Background: an optimization exercise with open tools, aiming at small area. Do not read the settings as production practice.
RTL that was checked went through simulation tests only; none was proved equivalent to the original.
Power is estimated from default activity; no workload was simulated.

==> flow/design.v <==
module esfp_rx #(
    parameter BUF_SIZE = 1514
) (
    input  wire         clk,
    input  wire         rst,         
    input  wire [127:0] lip,         
    input  wire         rx_valid,
    input  wire [7:0]   rx_data,
    input  wire         rx_last,
    output reg          done,
    output reg  [4:0]   disp,
    output reg          ck_done,
    output reg          ckok,
    output wire [31:0]  ckacc,
    output wire [15:0]  ckres
);
    localparam [4:0] DROP_OVERSIZE = 5'd1,  DROP_SHORT    = 5'd2,  DROP_ETHERTYPE = 5'd3,
                     DROP_VERSION  = 5'd4,  DROP_LENGTH   = 5'd5,  DROP_UL_SHORT  = 5'd6,
                     DROP_UDP_LEN  = 5'd7,  DROP_CKSUM    = 5'd8,  IGN_NH         = 5'd9,
                     IGN_ICMP_TYPE = 5'd10, IGN_NS_TARGET = 5'd11, REPLIED_NA     = 5'd12,
                     REPLIED_ECHO  = 5'd13, DELIVERED_NA  = 5'd14, DELIVERED_UDP  = 5'd15;
    function [26:0] radd;
        input [25:0] a;
        input [25:0] b;
        input        c;
        integer i;
        reg cy;
        begin
            cy = c;
            for (i = 0; i < 26; i = i + 1) begin
                radd[i] = a[i] ^ b[i] ^ cy;
                cy = (a[i] & b[i]) | (cy & (a[i] ^ b[i]));
            end
            radd[26] = cy;
        end
    endfunction
    function rlt11;
        input [10:0] a;
        input [10:0] b;
        integer i;
        reg lt;
        begin
            lt = 1'b0;
            for (i = 0; i < 11; i = i + 1)
                lt = (~a[i] & b[i]) | (~(a[i] ^ b[i]) & lt);
            rlt11 = lt;
        end
    endfunction
    localparam [10:0] Q0   = 11'd1994;           
    localparam [10:0] QSAT = 11'd1461;           
    reg  [10:0] q;
    reg  [10:0] plen;        
    reg         eth_bad;     
    reg         ver_bad;     
    reg         nh_icmp;     
    reg         nh_udp;      
    reg  [1:0]  ty;          
    reg         tgt_eq;      
    reg         ulen_ok;     
    reg  [15:0] fld;         
    reg  [25:0] acc;         
    reg         c16;         
    reg         seg;         
    reg         eac;         
    reg         fin1, fin2, fin3;  
    wire        neg     = (&q[10:6]) && (q[5] || q[4] || (q[3] && (q[2] || q[1])));
    wire        in_addr = &q[10:5];                  
    wire        is_fld  = (nh_icmp && q[10:1] == 10'd1) || (nh_udp && q[10:1] == 10'd3);
    wire        p18     = q == Q0 + 11'd18;
    wire        p19     = q == Q0 + 11'd19;
    wire        p20     = q == Q0 + 11'd20;
    wire        summed  = in_addr || p18 || p19 || p20 || (seg && !is_fld);
    wire        lowb    = q[0] || p20;               
    wire [7:0]  addb    = (rx_valid && summed) ? rx_data : 8'd0;
    wire [15:0] acc_b   = p18 ? 16'd0 : acc[15:0];
    wire [26:0] lo_n    = radd({10'd0, acc_b}, lowb ? {18'd0, addb} : {10'd0, addb, 8'd0}, 1'b0);
    wire [26:0] hi_n    = radd({16'd0, acc[25:16]}, 26'd0, c16);
    wire        qsat    = q == QSAT;
    wire [26:0] q_n     = radd({15'd0, q}, 26'd0, rx_valid && !qsat);
    wire [10:0] q_nx    = done ? Q0 : q_n[10:0];
    wire [3:0]  tk      = {~q[3], q[2:0]};
    reg  [7:0]  lip_b;
    integer k;
    always @(*) begin
        lip_b = 8'd0;
        for (k = 0; k < 16; k = k + 1)
            lip_b = lip_b | (lip[8*(15 - k) +: 8] & {8{tk == k}});
    end
    wire        in_tgt  = q[10:3] == 8'd1 || q[10:3] == 8'd2;
    wire [15:0] nlo     = ~acc[15:0];
    wire [15:0] nhi     = {6'h3F, ~acc[25:16]};
    wire [26:0] fold0   = radd({10'd0, nlo}, {10'd0, nhi}, 1'b0);
    wire [7:0]  plen_b  = q[0] ? plen[7:0] : {5'd0, plen[10:8]};
    always @(posedge clk) begin
        if (rst) begin
            q    <= Q0;
            fin1 <= 1'b0;
            fin2 <= 1'b0;
            fin3 <= 1'b0;
            done <= 1'b0;
        end else begin
            fin1 <= rx_valid && rx_last;
            fin2 <= fin1;
            fin3 <= fin2;
            done <= fin3;
            q    <= q_nx;
        end
        seg         <= rlt11(q_nx, plen);
        acc[15:0]   <= lo_n[15:0];
        c16         <= lo_n[16];
        acc[25:16]  <= p18 ? 10'd0 : hi_n[9:0];
        eac         <= fold0[16];
        ckok        <= ckres == fld;
        if (rx_valid) begin
            if (q == Q0 + 11'd12) eth_bad <= rx_data != 8'h86;
            if (q == Q0 + 11'd13 && rx_data != 8'hDD) eth_bad <= 1'b1;
            if (q == Q0 + 11'd14) ver_bad <= rx_data[7:4] != 4'd6;
            if (p18) begin
                plen[10:8] <= (|rx_data[7:3]) ? 3'b111 : rx_data[2:0];
            end
            if (p19) plen[7:0] <= rx_data;
            if (p20) begin
                nh_icmp <= rx_data == 8'd58;
                nh_udp  <= rx_data == 8'd17;
            end
            if (q == 11'd0)
                ty <= (rx_data == 8'd128) ? 2'd1 : (rx_data == 8'd135) ? 2'd2 :
                      (rx_data == 8'd136) ? 2'd3 : 2'd0;
            if (q == 11'd4) ulen_ok <= rx_data == plen_b;
            if (q == 11'd5 && rx_data != plen_b) ulen_ok <= 1'b0;
            if (in_tgt) tgt_eq <= (tgt_eq || q == 11'd8) && rx_data == lip_b;
            if (is_fld) fld <= {fld[7:0], rx_data};
        end
    end
    wire [26:0] fold2   = radd({10'd0, nlo}, {10'd0, nhi}, eac);
    assign ckres  = fold2[15:0];
    assign ckacc  = {6'd0, acc};
    wire lt4  = plen[10:2] == 9'd0;
    wire lt8  = plen[10:3] == 8'd0;
    wire lt24 = plen[10:5] == 6'd0 && !(plen[4] && plen[3]);
    always @(*) begin
        ck_done = 1'b0;
        if (qsat)
            disp = DROP_OVERSIZE;
        else if (neg)
            disp = DROP_SHORT;
        else if (eth_bad)
            disp = DROP_ETHERTYPE;
        else if (ver_bad)
            disp = DROP_VERSION;
        else if (seg)
            disp = DROP_LENGTH;
        else if (nh_icmp) begin
            if (lt4)
                disp = DROP_UL_SHORT;
            else begin
                ck_done = 1'b1;
                if (!ckok)
                    disp = DROP_CKSUM;
                else if (ty[1] && lt24)
                    disp = DROP_UL_SHORT;
                else if (ty == 2'd2)
                    disp = tgt_eq ? REPLIED_NA : IGN_NS_TARGET;
                else if (ty == 2'd3)
                    disp = DELIVERED_NA;
                else if (ty == 2'd1)
                    disp = REPLIED_ECHO;
                else
                    disp = IGN_ICMP_TYPE;
            end
        end else if (nh_udp) begin
            if (lt8)
                disp = DROP_UL_SHORT;
            else if (!ulen_ok)
                disp = DROP_UDP_LEN;
            else begin
                ck_done = 1'b1;
                disp    = ckok ? DELIVERED_UDP : DROP_CKSUM;
            end
        end else
            disp = IGN_NH;
    end
endmodule
Settings: LEC_CHECK=0, ABC_CLOCK_PERIOD_IN_PS=10000, CAP_MARGIN=20, CORE_MARGIN=2, CORE_UTILIZATION=40, CTS_BUF_LIST=sky130_fd_sc_hd__clkbuf_8, SLEW_MARGIN=20; clock period 10.0 ns.
standard.sh (not shown) runs the stock make flow with config.mk's settings and CLKGATE_MAP_FILE= SYNTH_SCRIPT=/design/flow/synth_recipe.tcl, a recipe that flattens the netlist after the stock synthesis.
==> flow/flow/run.sh <==
#!/bin/bash
# Own layout flow: the standard flow with two changes.
#  - synthesis: the standard flow's script, with ABC's default mapping script and without
#    the full-adder extraction (smaller logic; registers are unchanged);
#  - port buffers: the smallest buffer cell instead of the default choice.
set -euo pipefail
HERE=$(pwd)
sed "1a source $HERE/flow/synth_override.tcl" synth_recipe.tcl > own_synth.tcl
sed "s#SYNTH_SCRIPT=[^ ]*#SYNTH_SCRIPT=$HERE/own_synth.tcl#" standard.sh > own_standard.sh
export BUFFER_PORTS_ARGS="-buffer_cell sky130_fd_sc_hd__buf_1"
bash own_standard.sh > own_flow.log 2>&1
==> flow/flow/abc.script <==
strash
&get -n
&fraig -x
&put
scorr
dc2
strash
&get -n
&dch -f
&nf -R 1000
&put
==> flow/flow/synth_override.tcl <==
# Read by the synthesis script before ORFS's synth.tcl: map the logic with
# this flow's ABC script (an area-oriented one), keep full adders out of the
# adder mapping, and buffer pass-through wires with the smallest buffer.
if { [info exists ::env(ADDER_MAP_FILE)] } { unset ::env(ADDER_MAP_FILE) }
set ::env(MIN_BUF_CELL_AND_PORTS) "sky130_fd_sc_hd__buf_1 A X"
set own_abc_script [file join [file dirname [info script]] abc.script]
proc abc {args} {
  global own_abc_script
  set i [lsearch -exact $args -script]
  if { $i >= 0 } { set args [lreplace $args [expr {$i + 1}] [expr {$i + 1}] $own_abc_script] }
  puts "abc (own flow): $args"
  yosys abc {*}$args
}
==> next run, changes <==
--- a/flow/design.v
+++ b/flow/design.v
@@ -11,5 +11,5 @@
     output reg  [4:0]   disp,
     output reg          ck_done,
-    output reg          ckok,
+    output wire         ckok,
     output wire [31:0]  ckacc,
     output wire [15:0]  ckres
@@ -60,23 +60,18 @@
     reg  [15:0] fld;         
     reg  [25:0] acc;         
-    reg         c16;         
-    reg         seg;         
-    reg         eac;         
-    reg         fin1, fin2, fin3;  
     wire        neg     = (&q[10:6]) && (q[5] || q[4] || (q[3] && (q[2] || q[1])));
     wire        in_addr = &q[10:5];                  
+    wire        in_seg  = rlt11(q, plen);            
     wire        is_fld  = (nh_icmp && q[10:1] == 10'd1) || (nh_udp && q[10:1] == 10'd3);
     wire        p18     = q == Q0 + 11'd18;
     wire        p19     = q == Q0 + 11'd19;
     wire        p20     = q == Q0 + 11'd20;
-    wire        summed  = in_addr || p18 || p19 || p20 || (seg && !is_fld);
+    wire        summed  = in_addr || p18 || p19 || p20 || (in_seg && !is_fld);
     wire        lowb    = q[0] || p20;               
     wire [7:0]  addb    = (rx_valid && summed) ? rx_data : 8'd0;
-    wire [15:0] acc_b   = p18 ? 16'd0 : acc[15:0];
-    wire [26:0] lo_n    = radd({10'd0, acc_b}, lowb ? {18'd0, addb} : {10'd0, addb, 8'd0}, 1'b0);
-    wire [26:0] hi_n    = radd({16'd0, acc[25:16]}, 26'd0, c16);
+    wire [25:0] acc_b   = p18 ? 26'd0 : acc;
+    wire [26:0] acc_n   = radd(acc_b, lowb ? {18'd0, addb} : {10'd0, addb, 8'd0}, 1'b0);
     wire        qsat    = q == QSAT;
     wire [26:0] q_n     = radd({15'd0, q}, 26'd0, rx_valid && !qsat);
-    wire [10:0] q_nx    = done ? Q0 : q_n[10:0];
     wire [3:0]  tk      = {~q[3], q[2:0]};
     reg  [7:0]  lip_b;
@@ -88,28 +83,17 @@
     end
     wire        in_tgt  = q[10:3] == 8'd1 || q[10:3] == 8'd2;
-    wire [15:0] nlo     = ~acc[15:0];
-    wire [15:0] nhi     = {6'h3F, ~acc[25:16]};
-    wire [26:0] fold0   = radd({10'd0, nlo}, {10'd0, nhi}, 1'b0);
     wire [7:0]  plen_b  = q[0] ? plen[7:0] : {5'd0, plen[10:8]};
     always @(posedge clk) begin
         if (rst) begin
             q    <= Q0;
-            fin1 <= 1'b0;
-            fin2 <= 1'b0;
-            fin3 <= 1'b0;
             done <= 1'b0;
         end else begin
-            fin1 <= rx_valid && rx_last;
-            fin2 <= fin1;
-            fin3 <= fin2;
-            done <= fin3;
-            q    <= q_nx;
+            done <= rx_valid && rx_last;
+            if (done)
+                q <= Q0;
+            else
+                q <= q_n[10:0];
         end
-        seg         <= rlt11(q_nx, plen);
-        acc[15:0]   <= lo_n[15:0];
-        c16         <= lo_n[16];
-        acc[25:16]  <= p18 ? 10'd0 : hi_n[9:0];
-        eac         <= fold0[16];
-        ckok        <= ckres == fld;
+        acc <= acc_n[25:0];
         if (rx_valid) begin
             if (q == Q0 + 11'd12) eth_bad <= rx_data != 8'h86;
@@ -133,6 +117,9 @@
         end
     end
-    wire [26:0] fold2   = radd({10'd0, nlo}, {10'd0, nhi}, eac);
-    assign ckres  = fold2[15:0];
+    wire [26:0] fold1   = radd({10'd0, acc[15:0]}, {16'd0, acc[25:16]}, 1'b0);
+    wire [26:0] fold2   = radd({10'd0, fold1[15:0]}, 26'd0, fold1[16]);
+    wire [15:0] folded  = fold2[15:0];
+    assign ckres  = (&folded) ? 16'hFFFF : ~folded;
+    assign ckok   = ckres == fld;
     assign ckacc  = {6'd0, acc};
     wire lt4  = plen[10:2] == 9'd0;
@@ -149,5 +136,5 @@
         else if (ver_bad)
             disp = DROP_VERSION;
-        else if (seg)
+        else if (in_seg)
             disp = DROP_LENGTH;
         else if (nh_icmp) begin
=> Wire length climbs by about 10%; die area came out higher by 2.0%; worst setup slack gets worse by 1000 ps; synthesized cell count increases by 5.4%; sequential cell count fell by 7; critical path depth climbs by 16; worst hold slack gets better by 51 ps; maximum frequency goes down by 10%; global-route usage climbs by 2.1 points; cell count is higher by about 10%; cell area increases by about 12%; count of clock-buffer cells in the layout is unchanged; total power fell by about 20%.
For the second run of this note, only the layout was checked, not whether the RTL still works.

-- separate check: timing with driven ports --
The flow's constraints put no driver on any port. The routed layouts listed below were extracted and timed again, unchanged, in two steps.
Step 1 sets driving cells, clkbuf_16 on the clock port and buf_2 on the other inputs (assumed; they add their load-dependent delay and slew).
Step 2, shift: input delay + t, output delay - t, t = (earliest + latest rising clock arrival at the registers) / 2. This alone moves slack from input paths to output paths.
Three values: ideal, step 1, step 2; two values: the first two.
run	shift t [ns]	slack for setup (ns)	worst setup path at the end	worst register clock-pin slew, ns
the first run	0.394	1.338 / 1.338 / 0.978	input to register	0.09 / 0.09
the second run	0.398	0.333 / 0.300 / 0.553	register to register	0.09 / 0.09
After both steps setup and hold are still met in every run listed. The setup slack of the first run, which loses most, moves by 0.000 ns with the drivers and by -0.360 ns with both steps.
